What follows belongs to an exercise in optimizing a design on an open flow for small area, a short achievable clock period and few clock cycles per item; a production flow would make more cautious choices. At most, simulation tests tie the RTL to the original design; equivalence was not proved. Power and IR drop assume default switching activity.

trial 77:
==> module gr_encoder, before the edit <==
module gr_encoder (
    input  wire        clk,
    input  wire        rst,
    input  wire        in_valid,
    output wire        in_ready,
    input  wire        in_eos,
    input  wire [7:0]  in_rank,
    output reg         out_valid,
    input  wire        out_ready,
    output reg  [31:0] out_word,
    output reg         out_last
);
    wire [8:0]  in_sym = in_eos ? 9'd256 : {1'b0, in_rank};
    reg         bv;
    reg  [8:0]  bq;           
    reg  [7:0]  btail;        
    reg  [5:0]  bqk;          
    reg         beos;
    reg  [30:0] acc;          
    reg  [4:0]  cnt;          
    reg  [2:0]  zc;           
    reg         flush;        
    wire [2:0]  k;
    wire        a_eos  = in_eos;
    wire [8:0]  a_q    = in_sym >> k;
    wire [6:0]  a_r    = in_sym[6:0] & ((7'd1 << k) - 7'd1);
    wire [5:0]  a_qk   = a_q[5:0] + {3'd0, k} + 6'd1;
    wire [5:0]  pos5   = {1'b0, cnt} + {1'b0, bq[4:0]};
    wire        zstep  = (bq[8:5] != 4'd0) || pos5[5];
    wire [3:0]  zw     = bq[8:5] + {3'd0, pos5[5]};         
    wire [5:0]  tot    = {1'b0, cnt} + bqk;
    wire        wfull  = tot[5];
    wire [7:0]  t0     = btail;
    wire [8:0]  t1     = pos5[0] ? {t0, 1'b0}  : {1'b0, t0};
    wire [10:0] t2     = pos5[1] ? {t1, 2'd0}  : {2'd0, t1};
    wire [14:0] t3     = pos5[2] ? {t2, 4'd0}  : {4'd0, t2};
    wire [22:0] t4     = pos5[3] ? {t3, 8'd0}  : {8'd0, t3};
    wire [38:0] t5     = pos5[4] ? {t4, 16'd0} : {16'd0, t4};
    wire [38:0] comb   = {8'd0, acc & {31{!zstep}}} | t5;
    wire        zfit   = !(pos5[4] && pos5[3]) && !beos;
    wire        free   = !out_valid || out_ready;
    wire        zbusy  = (zc != 3'd0);
    wire        oslot  = free && !zbusy;                    
    wire        pk_out = flush || zstep || wfull || beos;   
    wire        pk_go  = (flush || bv) && (!pk_out || oslot);
    wire        bdone  = pk_go && !flush && (!zstep || zfit);
    assign in_ready = !bv || bdone;
    wire        bload  = in_valid && in_ready;
    gr_pe u_pe (
        .clk       (clk),
        .rst       (rst),
        .init      (bload && a_eos),
        .obs_valid (bload && !a_eos),
        .obs_rank  (in_rank),
        .k         (k)
    );
    always @(posedge clk) begin
        if (rst)
            bv <= 1'b0;
        else if (bload)
            bv <= 1'b1;
        else if (bdone)
            bv <= 1'b0;
    end
    always @(posedge clk) begin
        if (bload) begin
            bq    <= a_q;
            btail <= {a_r, 1'b1};
            bqk   <= a_qk;
            beos  <= a_eos;
        end else if (pk_go && !flush && zstep && !zfit) begin
            bq    <= 9'd0;
            bqk   <= bqk - bq[5:0];
        end
    end
    always @(posedge clk) begin
        if (rst) begin
            acc       <= 31'd0;
            cnt       <= 5'd0;
            zc        <= 3'd0;
            flush     <= 1'b0;
            out_valid <= 1'b0;
        end else begin
            if (out_ready)
                out_valid <= 1'b0;
            if (zbusy && free) begin
                out_valid <= 1'b1;
                out_word  <= 32'd0;
                out_last  <= 1'b0;
                zc        <= zc - 3'd1;
            end
            if (pk_go) begin
                if (flush) begin
                    out_valid <= 1'b1;
                    out_word  <= {1'b0, acc};
                    out_last  <= 1'b1;
                    acc       <= 31'd0;
                    cnt       <= 5'd0;
                    flush     <= 1'b0;
                end else if (zstep) begin
                    out_valid <= 1'b1;
                    out_word  <= {1'b0, acc};
                    out_last  <= 1'b0;
                    acc       <= zfit ? comb[30:0] : 31'd0;
                    cnt       <= zfit ? tot[4:0] : pos5[4:0];
                    zc        <= zw[2:0] - 3'd1;
                end else if (wfull) begin
                    out_valid <= 1'b1;
                    out_word  <= comb[31:0];
                    out_last  <= beos && (tot[4:0] == 5'd0);
                    acc       <= {24'd0, comb[38:32]};
                    cnt       <= tot[4:0];
                    flush     <= beos && (tot[4:0] != 5'd0);
                end else if (beos) begin
                    out_valid <= 1'b1;
                    out_word  <= comb[31:0];
                    out_last  <= 1'b1;
                    acc       <= 31'd0;
                    cnt       <= 5'd0;
                end else begin
                    acc <= comb[30:0];
                    cnt <= tot[4:0];
                end
            end
        end
    end
endmodule
clock: 10.0 ns
lec_check: 0
abc_area: 1
cap_margin: 20
core_margin: 2
core_utilization: 40
place_density: 0.6
setup_slack_margin: 5
slew_margin: 20
run.sh (not shown) runs the stock make flow with config.mk's settings and CLKGATE_MAP_FILE= SYNTH_SCRIPT=/design/flow/synth_recipe.tcl, a recipe that flattens the netlist after the stock synthesis.
Trial 77 finished all stages; the layout is clean.
What build 90 does differently from trial 77 at the input level:
diff --git a/flow/design.v b/flow/design.v
--- a/flow/design.v
+++ b/flow/design.v
@@ -86,5 +86,6 @@
     wire        pk_go  = (flush || bv) && (!pk_out || oslot);
     wire        bdone  = pk_go && !flush && (!zstep || zfit);
-    assign in_ready = !bv || bdone;
+    wire        pk_goc = (flush || bv) && (!pk_out || (!out_valid && !zbusy));
+    assign in_ready = !bv || (pk_goc && !flush && (!zstep || zfit));
     wire        bload  = in_valid && in_ready;
     gr_pe u_pe (
## What came out
For the total power draw, build 90 came in about 4% higher than trial 77 did. Build 90 vs trial 77, area share of and/or/nand/nor cells after synthesis went up by 0.59 points. For share of total power in the clock network, trial 77 and build 90 come out practically identical. Between build 90 and trial 77, it is build 90 whose total global routing track utilization is higher, by 1.0 points. Against trial 77, fmax in build 90 came out worse. Of build 90 and trial 77, build 90 shows the higher post-cts resize count, with trial 77 below it.
Function was not checked in any run of this note: the RTL went through the layout flow alone.

========
main:
gr_codec, a different RTL version from the one above (not shown whole).
Size: roughly 260 flip-flops, about 93 I/O pins.
==> module gr_encoder, before the edit <==
module gr_encoder (
    input  wire        clk,
    input  wire        rst,
    input  wire        in_valid,
    output wire        in_ready,
    input  wire        in_eos,
    input  wire [7:0]  in_rank,
    output reg         out_valid,
    input  wire        out_ready,
    output reg  [31:0] out_word,
    output reg         out_last
);
    wire [8:0]  in_sym = in_eos ? 9'd256 : {1'b0, in_rank};
    reg         bv;
    reg  [8:0]  bq;           
    reg  [7:0]  btail;        
    reg  [5:0]  bqk;          
    reg         beos;
    reg  [30:0] acc;          
    reg  [4:0]  cnt;          
    reg  [2:0]  zc;           
    reg         flush;        
    wire [2:0]  k;
    wire        a_eos  = in_eos;
    wire [8:0]  a_q    = in_sym >> k;
    wire [6:0]  a_r    = in_sym[6:0] & ((7'd1 << k) - 7'd1);
    wire [5:0]  a_qk   = a_q[5:0] + {3'd0, k} + 6'd1;
    wire [5:0]  pos5   = {1'b0, cnt} + {1'b0, bq[4:0]};
    wire        zstep  = (bq[8:5] != 4'd0) || pos5[5];
    wire [3:0]  zw     = bq[8:5] + {3'd0, pos5[5]};         
    wire [5:0]  tot    = {1'b0, cnt} + bqk;
    wire        wfull  = tot[5];
    wire [7:0]  t0     = btail;
    wire [8:0]  t1     = pos5[0] ? {t0, 1'b0}  : {1'b0, t0};
    wire [10:0] t2     = pos5[1] ? {t1, 2'd0}  : {2'd0, t1};
    wire [14:0] t3     = pos5[2] ? {t2, 4'd0}  : {4'd0, t2};
    wire [22:0] t4     = pos5[3] ? {t3, 8'd0}  : {8'd0, t3};
    wire [38:0] t5     = pos5[4] ? {t4, 16'd0} : {16'd0, t4};
    wire        zfit   = !(pos5[4] && pos5[3]) && !beos;
    wire        free   = !out_valid || out_ready;
    wire        zbusy  = (zc != 3'd0);
    wire        oslot  = free && !zbusy;                    
    wire        pk_out = flush || zstep || wfull || beos;   
    wire        pk_go  = (flush || bv) && (!pk_out || oslot);
    wire        bdone  = pk_go && !flush && (!zstep || zfit);
    assign in_ready = !bv || (!flush && (!zstep || zfit) && oslot);
    wire        bload  = in_valid && in_ready;
    gr_pe u_pe (
        .clk       (clk),
        .rst       (rst),
        .init      (bload && a_eos),
        .obs_valid (bload && !a_eos),
        .obs_rank  (in_rank),
        .k         (k)
    );
    always @(posedge clk) begin
        if (rst)
            bv <= 1'b0;
        else if (bload)
            bv <= 1'b1;
        else if (bdone)
            bv <= 1'b0;
    end
    always @(posedge clk) begin
        if (bload) begin
            bq    <= a_q;
            btail <= {a_r, 1'b1};
            bqk   <= a_qk;
            beos  <= a_eos;
        end else if (pk_go && !flush && zstep && !zfit) begin
            bq    <= 9'd0;
            bqk   <= bqk - bq[5:0];
        end
    end
    wire        tsend  = !(flush || zstep);
    wire [31:0] ow     = {1'b0, acc} | (t5[31:0] & {32{tsend}});
    wire        olast  = flush || (!zstep && beos && (!wfull || tot[4:0] == 5'd0));
    wire        ka     = !flush && !zstep && !wfull && !beos;
    wire        kt     = !flush && (zstep ? zfit : (!wfull && !beos));
    wire        kh     = !flush && !zstep && wfull;
    wire [30:0] acc_n  = (acc & {31{ka}}) | (t5[30:0] & {31{kt}})
                         | ({24'd0, t5[38:32]} & {31{kh}});
    wire [4:0]  cnt_n  = flush ? 5'd0 : zstep ? (zfit ? tot[4:0] : pos5[4:0])
                         : (beos && !wfull) ? 5'd0 : tot[4:0];
    always @(posedge clk) begin
        if (rst) begin
            acc       <= 31'd0;
            cnt       <= 5'd0;
            zc        <= 3'd0;
            flush     <= 1'b0;
            out_valid <= 1'b0;
        end else begin
            if (out_ready)
                out_valid <= 1'b0;
            if (zbusy && free) begin
                out_valid <= 1'b1;
                zc        <= zc - 3'd1;
            end
            if (pk_go) begin
                acc   <= acc_n;
                cnt   <= cnt_n;
                flush <= !flush && !zstep && wfull && beos && (tot[4:0] != 5'd0);
                if (pk_out)
                    out_valid <= 1'b1;
                if (!flush && zstep)
                    zc    <= zw[2:0] - 3'd1;
            end
        end
    end
    always @(posedge clk) begin
        if (zbusy && free) begin
            out_word <= 32'd0;
            out_last <= 1'b0;
        end else if (pk_go && pk_out) begin
            out_word <= ow;
            out_last <= olast;
        end
    end
endmodule
make LEC_CHECK=0 ABC_AREA=1 CAP_MARGIN=20 CORE_MARGIN=2 CORE_UTILIZATION=40 CTS_BUF_LIST=sky130_fd_sc_hd__clkbuf_8 CTS_CLUSTER_SIZE=24 PLACE_DENSITY=0.6 SETUP_SLACK_MARGIN=5 SLEW_MARGIN=20 finish   # period 10.0 ns
The flow did not stop early for main: all stages ran, and the layout cleared the timing, DRC and antenna checks.
Setup changes, main to the feature branch
diff --git a/flow/design.v b/flow/design.v
--- a/flow/design.v
+++ b/flow/design.v
@@ -85,5 +85,5 @@
     wire        pk_go  = (flush || bv) && (!pk_out || oslot);
     wire        bdone  = pk_go && !flush && (!zstep || zfit);
-    assign in_ready = !bv || (!flush && (!zstep || zfit) && oslot);
+    assign in_ready = !bv || bdone;
     wire        bload  = in_valid && in_ready;
     gr_pe u_pe (
==> comparison <==
Compared with main, the feature branch shows a higher net count of the mapped netlist.
Routed wire in the feature branch totals more than in main.
Summary: final cell area excluding filler cells, the feature branch better than main
Compared main against the feature branch; number of fillers in the final layout within noise.
Re routed wire length per instance: main was lower than the feature branch.
Diff main -> the feature branch | global-route usage | increase of 0.16 points
The feature branch: clock latency on the worst-skew pair is 20 ps lower than what main reported.
The feature branch falls short of main in post-place setup slack.
The feature branch against main: part of the cycle the worst path needs decreased 2.1 points, xor-xnor portion of the synthesized cell area fell 0.26 points.
Testbench counts of the feature branch, summed over its fixed seeds: cycles 66,370, items 62,376.
No functional check of the RTL was part of main.

[separate check: timing with driven ports]
In the flow no input, the clock included, has a driving cell. The finished layouts below were timed again as built, in two steps.
Step 1: set_driving_cell puts a clkbuf_16 on clk and a buf_2 on each other input, an assumption about the parent block.
Step 2, shift: input delay + t, output delay - t, t = (earliest + latest rising clock arrival at the registers) / 2. This alone moves slack from input paths to output paths.
a / b / c = ideal ports / drivers / drivers and shift; a / b = the first two.
| run | shift t [ns] | setup slack, ns | worst setup path after step 2 | latest minus earliest clock arrival (ns) | worst register clock-pin slew, ns |
|---|---|---|---|---|---|
| trial 77 | 0.657 | 4.979 / 4.920 / 4.446 | input to register | 0.017 / 0.017 | 0.07 / 0.07 |
| build 90 | 0.657 | 4.927 / 4.871 / 4.872 | input to register | 0.015 / 0.015 | 0.07 / 0.07 |
| main | 0.672 | 4.905 / 4.850 / 4.850 | input to output | 0.041 / 0.041 | 0.06 / 0.06 |
| the feature branch | 0.660 | 5.119 / 5.066 / 4.629 | input to register | 0.034 / 0.034 | 0.07 / 0.07 |
After both steps every run listed still meets setup and hold. For trial 77, which loses most, drivers alone change the setup slack by -0.059 ns; drivers and shift together by -0.533 ns.
